Source: an optimization exercise on an open RTL-to-GDS flow (aim: small area, a short achievable clock period and few clock cycles per item). Production flows keep margins and buffers that such runs may drop.
The RTL was checked by simulation tests, not by an equivalence proof against the original design.
The flow treats the clock pin as an ideal source, which a real chip does not have.
Power is estimated from default activity; no workload was simulated.

==> run a <==
==> flow/design.v <==
module pms7003_parse (
    input  wire         clk,
    input  wire         rst,           
    input  wire         in_valid,
    output wire         in_ready,
    input  wire [7:0]   in_data,
    input  wire         in_last,
    input  wire [31:0]  now,
    output reg          out_valid,
    output wire [2:0]   out_err,       
    output wire [191:0] out_fields,    
    output wire [16:0]  out_count,     
    output wire [12:0]  out_est10,     
    output reg  [31:0]  out_ts
);
    assign in_ready = 1'b1;
    reg [5:0] idx;
    always @(posedge clk) begin
        if (rst)
            idx <= 6'd0;
        else if (in_valid) begin
            if (in_last)
                idx <= 6'd0;
            else if (idx != 6'd32)
                idx <= idx + 6'd1;
        end
    end
    reg [7:0] d_q;
    always @(posedge clk)
        if (in_valid)
            d_q <= in_data;
    reg [7:0] fb [4:27];
    integer k;
    always @(posedge clk) begin
        for (k = 4; k < 28; k = k + 1)
            if (k == 22 || k == 23) begin
                if (idx == k)
                    fb[k] <= in_data;
            end else if (idx == k + 1)
                fb[k] <= d_q;
    end
    genvar g;
    generate
        for (g = 0; g < 12; g = g + 1) begin : g_fields
            assign out_fields[16*g +: 16] = {fb[4 + 2*g], fb[5 + 2*g]};
        end
    endgenerate
    reg sync0, sync1;
    always @(posedge clk) begin
        if (idx == 6'd1) sync0 <= (d_q == 8'h42);
        if (idx == 6'd2) sync1 <= (d_q == 8'h4D);
    end
    reg       add_q;        
    reg       first_q;      
    reg [7:0] lo, hi;
    reg       c8;
    wire [8:0] lo_n = {1'b0, first_q ? 8'd0 : lo} + {1'b0, d_q};
    wire       c_n  = add_q & lo_n[8] & ~first_q;
    wire [7:0] hi_0 = hi + {7'd0, c8};
    wire [7:0] hi_1 = hi + {6'd0, c8, ~c8};
    reg        hi_ok0, hi_ok1, hi_c;
    always @(posedge clk) begin
        add_q   <= in_valid & (idx < 6'd30);
        first_q <= (idx == 6'd0);
        if (add_q)
            lo <= lo_n[7:0];
        c8 <= c_n;
        hi <= (add_q & first_q) ? 8'd0 : hi_0;
        if (idx == 6'd30) begin
            hi_ok0 <= (hi_0 == in_data);
            hi_ok1 <= (hi_1 == in_data);
            hi_c   <= c_n;
        end
    end
    wire hi_ok = hi_c ? hi_ok1 : hi_ok0;
    wire lo_ok = (lo == in_data);
    reg [1:0] err;
    always @(posedge clk) begin
        if (rst)
            out_valid <= 1'b0;
        else
            out_valid <= in_valid & in_last;
        if (idx != 6'd31)
            err <= 2'd1;
        else if (!(sync0 & sync1))
            err <= 2'd2;
        else if (!(hi_ok & lo_ok))
            err <= 2'd3;
        else
            err <= 2'd0;
        out_ts <= now;
    end
    assign out_err = {1'b0, err};
    wire [8:0] cnt_lo_n = {1'b0, fb[17]} - {1'b0, fb[23]};
    reg  [7:0] cnt_lo;
    reg        cnt_b;
    reg  [8:0] cnt_hi;
    wire [9:0] cnt_hi_n = {1'b0, fb[16], 1'b1} + {1'b1, ~fb[22], ~cnt_b};
    always @(posedge clk) begin
        cnt_lo <= cnt_lo_n[7:0];
        cnt_b  <= cnt_lo_n[8];
        cnt_hi <= cnt_hi_n[9:1];
    end
    assign out_count = {cnt_hi, cnt_lo};
    localparam [28:0] A = 29'd63216501;
    reg [7:0]  ph;
    reg [2:0]  dig;
    reg [25:0] acc;
    always @(posedge clk) begin
        ph <= {ph[6:0], in_valid & (idx == 6'd23)};
        dig <= ({3{ph[1]}} & out_count[2:0])
             | ({3{ph[2]}} & out_count[5:3])
             | ({3{ph[3]}} & out_count[8:6])
             | ({3{ph[4]}} & out_count[11:9])
             | ({3{ph[5]}} & out_count[14:12])
             | ({3{ph[6]}} & {out_count[16], out_count[16:15]});
    end
    wire       top = ph[7];
    reg [28:0] term;
    always @(*) begin
        case ({top, dig})
            4'b0_000: term = 29'd0;
            4'b0_001: term = A;
            4'b0_010: term = A * 2;
            4'b0_011: term = A * 3;
            4'b0_100: term = A * 4;
            4'b0_101: term = A * 5;
            4'b0_110: term = A * 6;
            4'b0_111: term = A * 7;
            4'b1_001: term = A + 29'd16384;
            4'b1_110: term = 29'd16384 - A * 2;
            4'b1_111: term = 29'd16384 - A;
            default:  term = 29'd16384;
        endcase
    end
    wire [28:0] acc_sum = {3'd0, acc} + term;
    wire        run     = |ph[7:2];
    always @(posedge clk) begin
        if (ph[0])
            acc <= 26'd0;
        else if (run)
            acc <= acc_sum[28:3];
    end
    assign out_est10 = acc[24:12];
endmodule
==> flow/flow/run.sh <==
#!/bin/bash
# Layout flow: the standard ORFS flow (standard.sh) with three changes.
#  1. The port buffers that global placement inserts are the smallest buffer
#     cell, sky130_fd_sc_hd__buf_1 (every input and output port still gets one).
#  2. After clock tree synthesis, flow/clktree.tcl flattens the clock tree: the
#     H-tree's intermediate buffers are taken out and the leaf buffers are split
#     into four groups by location, each driven by its own root buffer, which
#     the clock port drives (four cell pins on the port). Every register's clock
#     still passes through the same number of buffers.
#  3. The rest of the flow (global route with its repair, detailed route,
#     finish) runs with a setup slack margin of 7 ns, so that timing repair
#     aims for 3 ns paths; the design is still constrained at the design's
#     10 ns clock.
# Each step's full output goes to its own log file in this folder.
set -euo pipefail
export BUFFER_PORTS_ARGS="-buffer_cell sky130_fd_sc_hd__buf_1"
bash standard.sh cts > standard_cts.log 2>&1
openroad -no_init -exit flow/clktree.tcl > clktree.log 2>&1
bash standard.sh SETUP_SLACK_MARGIN=7.14 finish > standard.log 2>&1
==> flow/flow/clktree.tcl <==
# Flatten the clock tree that clock tree synthesis built: the H-tree's
# intermediate buffers are taken out, and the leaf buffers are split into four
# groups by location, each driven by a root buffer of its own that the clock
# port drives (the port then drives four cell pins).
set odb orfs/results/sky130hd/pms7003_parse/base/4_cts.odb
read_db $odb
set block [ord::get_db_block]
set root [$block findInst clkbuf_0_clk]
set rootnet [[$root findITerm X] getNet]
set clknet [[$root findITerm A] getNet]

# 1. take out buffers that drive only clock buffers
foreach it [$rootnet getITerms] {
  set inst [$it getInst]
  if {$inst eq $root} { continue }
  if {![string match "sky130_fd_sc_hd__clkbuf_*" [[$inst getMaster] getName]]} { continue }
  set outnet [[$inst findITerm X] getNet]
  set loads {}
  set ok 1
  foreach lt [$outnet getITerms] {
    if {[$lt getInst] eq $inst} { continue }
    if {![string match "sky130_fd_sc_hd__clkbuf_*" [[[$lt getInst] getMaster] getName]]} { set ok 0 }
    lappend loads $lt
  }
  if {!$ok} { continue }
  foreach lt $loads { $lt disconnect; $lt connect $rootnet }
  [$inst findITerm A] disconnect
  [$inst findITerm X] disconnect
  puts "removed [$inst getName] ([llength $loads] loads)"
  odb::dbInst_destroy $inst
  odb::dbNet_destroy $outnet
}

# 2. the loads of the root: split into four groups by location
set loads {}
foreach it [$rootnet getITerms] {
  if {[$it getInst] eq $root} { continue }
  if {[$it isInputSignal] || [$it getIoType] eq "INPUT"} { lappend loads $it }
}
puts "root loads: [llength $loads]"
proc xy {it} { set b [[$it getInst] getBBox]; list [expr {([$b xMin]+[$b xMax])/2}] [expr {([$b yMin]+[$b yMax])/2}] }
set byx [lsort -command {apply {{a b} { expr {[lindex [xy $a] 0] - [lindex [xy $b] 0]} }}} $loads]
set n [llength $byx]
set half [expr {$n / 2}]
set groups {}
foreach part [list [lrange $byx 0 [expr {$half-1}]] [lrange $byx $half end]] {
  set byy [lsort -command {apply {{a b} { expr {[lindex [xy $a] 1] - [lindex [xy $b] 1]} }}} $part]
  set m [llength $byy]
  set h [expr {$m / 2}]
  lappend groups [lrange $byy 0 [expr {$h-1}]] [lrange $byy $h end]
}

# 3. one root buffer per group, at the group's centre
set master [[$root getMaster] getDb]
set master [$root getMaster]
set g 0
foreach grp $groups {
  if {[llength $grp] == 0} { continue }
  set sx 0; set sy 0
  foreach it $grp { lassign [xy $it] x y; set sx [expr {$sx+$x}]; set sy [expr {$sy+$y}] }
  set cx [expr {$sx / [llength $grp]}]
  set cy [expr {$sy / [llength $grp]}]
  if {$g == 0} {
    set inst $root
    set net $rootnet
  } else {
    set inst [odb::dbInst_create $block $master "clkbuf_root_${g}_clk"]
    set net [odb::dbNet_create $block "clknet_root_${g}_clk"]
    $net setSigType CLOCK
    [$inst findITerm A] connect $clknet
    [$inst findITerm X] connect $net
    foreach it $grp { $it disconnect; $it connect $net }
  }
  $inst setLocation [expr {$cx - [$master getWidth]/2}] [expr {$cy - [$master getHeight]/2}]
  $inst setPlacementStatus PLACED
  puts "group $g: [llength $grp] loads, root [$inst getName] at $cx $cy"
  incr g
}
# the root keeps only its own group
foreach it [$rootnet getITerms] {
  if {[$it getInst] eq $root} { continue }
  if {[lsearch -exact [lindex $groups 0] $it] < 0} { puts "stray load [[$it getInst] getName]" }
}
detailed_placement
check_placement -verbose
write_db $odb
==> flow/standard.sh <==
#!/bin/bash
# synth_recipe.tcl (not shown) runs the flow's synth.tcl, then flattens the netlist and writes it again
# the make line also repeats each setting of config.mk as NAME=value (left out here)
make -C /OpenROAD-flow-scripts/flow DESIGN_CONFIG=/design/flow/config.mk WORK_HOME=/design/flow/orfs CLKGATE_MAP_FILE= SYNTH_SCRIPT=/design/flow/synth_recipe.tcl "${@:-finish}"
==> flow/config.mk <==
export PLATFORM = sky130hd
export DESIGN_NAME = pms7003_parse
export DESIGN_NICKNAME = pms7003_parse
export VERILOG_FILES = /design/flow/design.v
export SDC_FILE = /design/flow/constraint.sdc
export NUM_CORES = 4
export LEC_CHECK = 0
export CAP_MARGIN = 20
export CORE_MARGIN = 2
export CORE_UTILIZATION = 65
export CTS_BUF_LIST = sky130_fd_sc_hd__clkbuf_16
export CTS_CLUSTER_DIAMETER = 100
export CTS_CLUSTER_SIZE = 30
export SLEW_MARGIN = 20
==> flow/constraint.sdc <==
create_clock -name core_clock -period 10.0 [get_ports {clk}]
set_input_delay 2.0000 -clock core_clock [delete_from_list [all_inputs] [get_ports {clk}]]
set_output_delay 2.0000 -clock core_clock [all_outputs]
set_load 0.01 [all_outputs]
==> run b: changes against run a <==
==> flow/flow/run.sh (replaced) <==
#!/bin/bash
# Standard ORFS layout, with the port buffers made of the smallest buffer cell.
# After clock tree synthesis, the clock root buffer drives the leaf buffers
# directly (the H-tree's intermediate buffers are taken out); the rest of the
# flow (global route with its timing repair, detailed route) then runs as usual.
set -euo pipefail
export BUFFER_PORTS_ARGS="-buffer_cell sky130_fd_sc_hd__buf_1"
bash standard.sh cts > standard_cts.log 2>&1
openroad -no_init -exit flow/clktree.tcl > clktree.log 2>&1
bash standard.sh SETUP_SLACK_MARGIN=7.0 finish > standard.log 2>&1
==> notes <==
In area after synthesis, run a and run b do not differ.
Synthesized cell count is the same in run a and run b.
In fmax, run b and run a hardly differ.
Sequential cell count is the same in run a and run b.
Of run b and run a, run a has the higher combinational power (gap about 0.6%, measured against run a).
Of run b and run a, run a has the higher power (gap about 0.23%, measured against run a).
Testbench counts of run a, summed over its fixed seeds: cycles 64,008, frames 2,000.
Testbench counts of run b, summed over its fixed seeds: cycles 64,008, frames 2,000.

-- re-timing with driven ports --
In the flow no input, the clock included, has a driving cell. The finished layouts below were timed again as built, in two steps. Step 1: set_driving_cell puts a clkbuf_16 on clk and a buf_2 on each other input, an assumption about the parent block. Step 2, shift: input delay + t, output delay - t, t = (earliest + latest rising clock arrival at the registers) / 2. This alone moves slack from input paths to output paths. Three values: ideal ports, drivers, drivers and shift; two values: the first two.
run | t (ns) | setup WS [ns] | hold slack, ns | slew at the worst register clock pin (ns) | cell pins on the clock port's net
run a | 0.406 | 7.043 / 6.946 / 6.763 | 0.408 / 0.408 / 0.408 | 0.12 / 0.12 | 4
run b | 0.405 | 7.038 / 6.941 / 6.721 | 0.408 / 0.408 / 0.408 | 0.12 / 0.12 | 4
After both steps every run listed still meets setup and hold. For run b, which loses most, drivers alone change the setup slack by -0.097 ns; drivers and shift together by -0.317 ns.
